Background: an optimization exercise with open tools, aiming at a short achievable clock period and few clock cycles. Do not read the settings as production practice. Function was checked by simulation only, so behaviour that the tests miss may differ from the original. Power is estimated from default activity; no workload was simulated.

== oak ==
// tau800_core
module tau800_core (
    input  wire        clk,
    input  wire        rst,         
    output reg         mem_req,
    output reg         mem_we,
    output reg  [11:0] mem_addr,
    output reg  [5:0]  mem_wdata,
    input  wire        mem_ack,
    input  wire [5:0]  mem_rdata,
    output reg         halted,
    output reg  [2:0]  fault,
    output wire [5:0]  reg_a,
    output wire [5:0]  reg_bh,
    output wire [5:0]  reg_bl,
    output wire [5:0]  reg_ch,
    output wire [5:0]  reg_cl,
    output wire [5:0]  reg_x,
    output wire [11:0] pc_o,
    output wire [11:0] sp_o,
    output wire [3:0]  flags_o      
);
For scale: about 6,500 cells after synthesis, about 2,000 flip-flops, about 97 I/O pins, about 0.094 mm2 of cells after synthesis.
clock: 12.0 ns
lec_check: 0
cap_margin: 20
core_margin: 2
core_utilization: 50
place_density: 0.65
slew_margin: 20
standard.sh (not shown) runs the stock make flow with config.mk's settings and CLKGATE_MAP_FILE= SYNTH_SCRIPT=/design/flow/synth_recipe.tcl, a recipe that flattens the netlist after the stock synthesis.
==> flow/flow/run.sh <==
#!/bin/bash
set -euo pipefail
bash standard.sh SETUP_SLACK_MARGIN=8.5 finish > flow_make.log 2>&1
Testbench counts of oak, summed over its fixed seeds: cycles 369,219.
Here is what was changed in the inputs of pine compared with oak.
--- a/flow/design.v
+++ b/flow/design.v
@@ -186,19 +186,19 @@
     reg [5:0]  ptrlo;
     reg [2:0]  ridx;                
     reg [5:0]  sval, dval;
     reg        tlo_nz;
     reg [5:0]  jlo, rhi;
     reg [11:0] tgt;
     reg        push;                
     reg        ex_pend;             
     reg        ex_gap;              
-    localparam CB = 5, CN = 32;
+    localparam CB = 6, CN = 64;
     reg [CN-1:0] c_valid;
     reg [11-CB:0] c_tag [0:CN-1];
     reg [2:0]  c_ks [0:CN-1];
     reg [2:0]  c_kd [0:CN-1];
     reg [5:0]  c_slo [0:CN-1];
     reg [5:0]  c_shi [0:CN-1];
     reg [5:0]  c_dlo [0:CN-1];
     reg [5:0]  c_dhi [0:CN-1];
     reg [11:0] c_npc [0:CN-1];
@@ -367,23 +367,24 @@
     reg  [5:0]  brof;
     wire [11:0] br_tgt = pc + {{6{brof[5]}}, brof};
     wire [11:0] a_inc  = addr[opi] + 12'd1;
     wire [11:0] ptr_t  = {mem_rdata, ptrlo};
     integer i;
     wire wflush   = mem_req && mem_we && (mem_addr >= lo_b) && (mem_addr < hi_b);
     wire        f_pay  = (state == S_PAY) && pl_last && !tbit;
     wire        f_t1   = (state == S_T1);
     wire        f_j1   = (state == S_J1);
-    wire        f_en   = f_pay || f_t1 || f_j1;
+    wire        f_brt  = (state == S_BRT);    
+    wire        f_en   = f_pay || f_t1 || f_j1 || f_brt;
     wire [CB-1:0] f_idx = pc_start[CB-1:0];
     wire        f_ok   = (pc1 > pc_start);
-    wire [5:0]  f_slo  = f_j1 ? jlo : pw_slo;
-    wire [5:0]  f_shi  = f_j1 ? mem_rdata : pw_shi;
+    wire [5:0]  f_slo  = f_j1 ? jlo : f_brt ? br_tgt[5:0] : pw_slo;
+    wire [5:0]  f_shi  = f_j1 ? mem_rdata : f_brt ? br_tgt[11:6] : pw_shi;
     wire [5:0]  f_dlo  = (f_pay && !sub) ? mem_rdata : pw_dlo;
     wire [5:0]  f_dhi  = (f_pay && sub) ? mem_rdata : pw_dhi;
     always @(posedge clk) begin
         if (f_en) begin
             c_tag[f_idx]  <= pc_start[11:CB];
             c_ks[f_idx]   <= ksrc;
             c_kd[f_idx]   <= kdst;
             c_slo[f_idx]  <= f_slo;
             c_shi[f_idx]  <= f_shi;
@@ -773,19 +774,23 @@
                 pc       <= {rhi, mem_rdata};
                 mem_addr <= {rhi, mem_rdata};
                 state    <= S_OP;
             end
             S_BR: begin
                 brof <= mem_rdata;
                 if (xfer && !ex2_pend) begin
                     pc       <= pc1;
                     mem_addr <= pc1;
-                    if (br_taken) begin
+                    if (br_taken && ehit) begin
+                        pc       <= {e_shi, e_slo};
+                        mem_addr <= {e_shi, e_slo};
+                        state    <= S_OP;
+                    end else if (br_taken) begin
                         mem_req <= 1'b0;
                         state   <= S_BRT;
                     end else
                         state <= S_OP;
                 end
             end
             S_BRT: begin
                 pc       <= br_tgt;
                 mem_addr <= br_tgt;
Notes after the runs:
- Via count of the first global-routing pass: lower on oak
- pine vs oak: data arrival time of the worst path up
- Total power of the final layout on pine is behind oak.
- Changes observed in pine relative to oak: via density per instance has increased, relative area change from synthesis to final layout picked up an extra 0.75 points, synthesized cell count has increased, critical path depth now sits higher.
- The placed standard-cell area in pine was higher than what oak gave.
- pine: area occupied by registers is about 80% higher than what oak reported.
Testbench counts of pine, summed over its fixed seeds: cycles 358,497.

## port drivers added, routing unchanged
In the flow no input, the clock included, has a driving cell. The finished layouts below were timed again as built, in two steps. Step 1: set_driving_cell puts a clkbuf_16 on clk and a buf_2 on each other input, an assumption about the parent block. Step 2, shift: input delay + t, output delay - t, t = (earliest + latest rising clock arrival at the registers) / 2. This alone moves slack from input paths to output paths. a / b / c = ideal / step 1 / step 2; a / b = the first two.
run	shift t [ns]	setup WS [ns]	hold slack, ns	slew at the worst register clock pin (ns)	cell pins on the clock port's net
oak	0.912	7.960 / 7.958 / 7.046	0.456 / 0.456 / 0.456	0.07 / 0.07	1
pine	1.063	7.762 / 7.762 / 6.992	0.478 / 0.478 / 0.478	0.08 / 0.08	1
After both steps every run listed still meets setup and hold. For oak, which loses most, drivers alone change the setup slack by -0.002 ns; drivers and shift together by -0.914 ns.
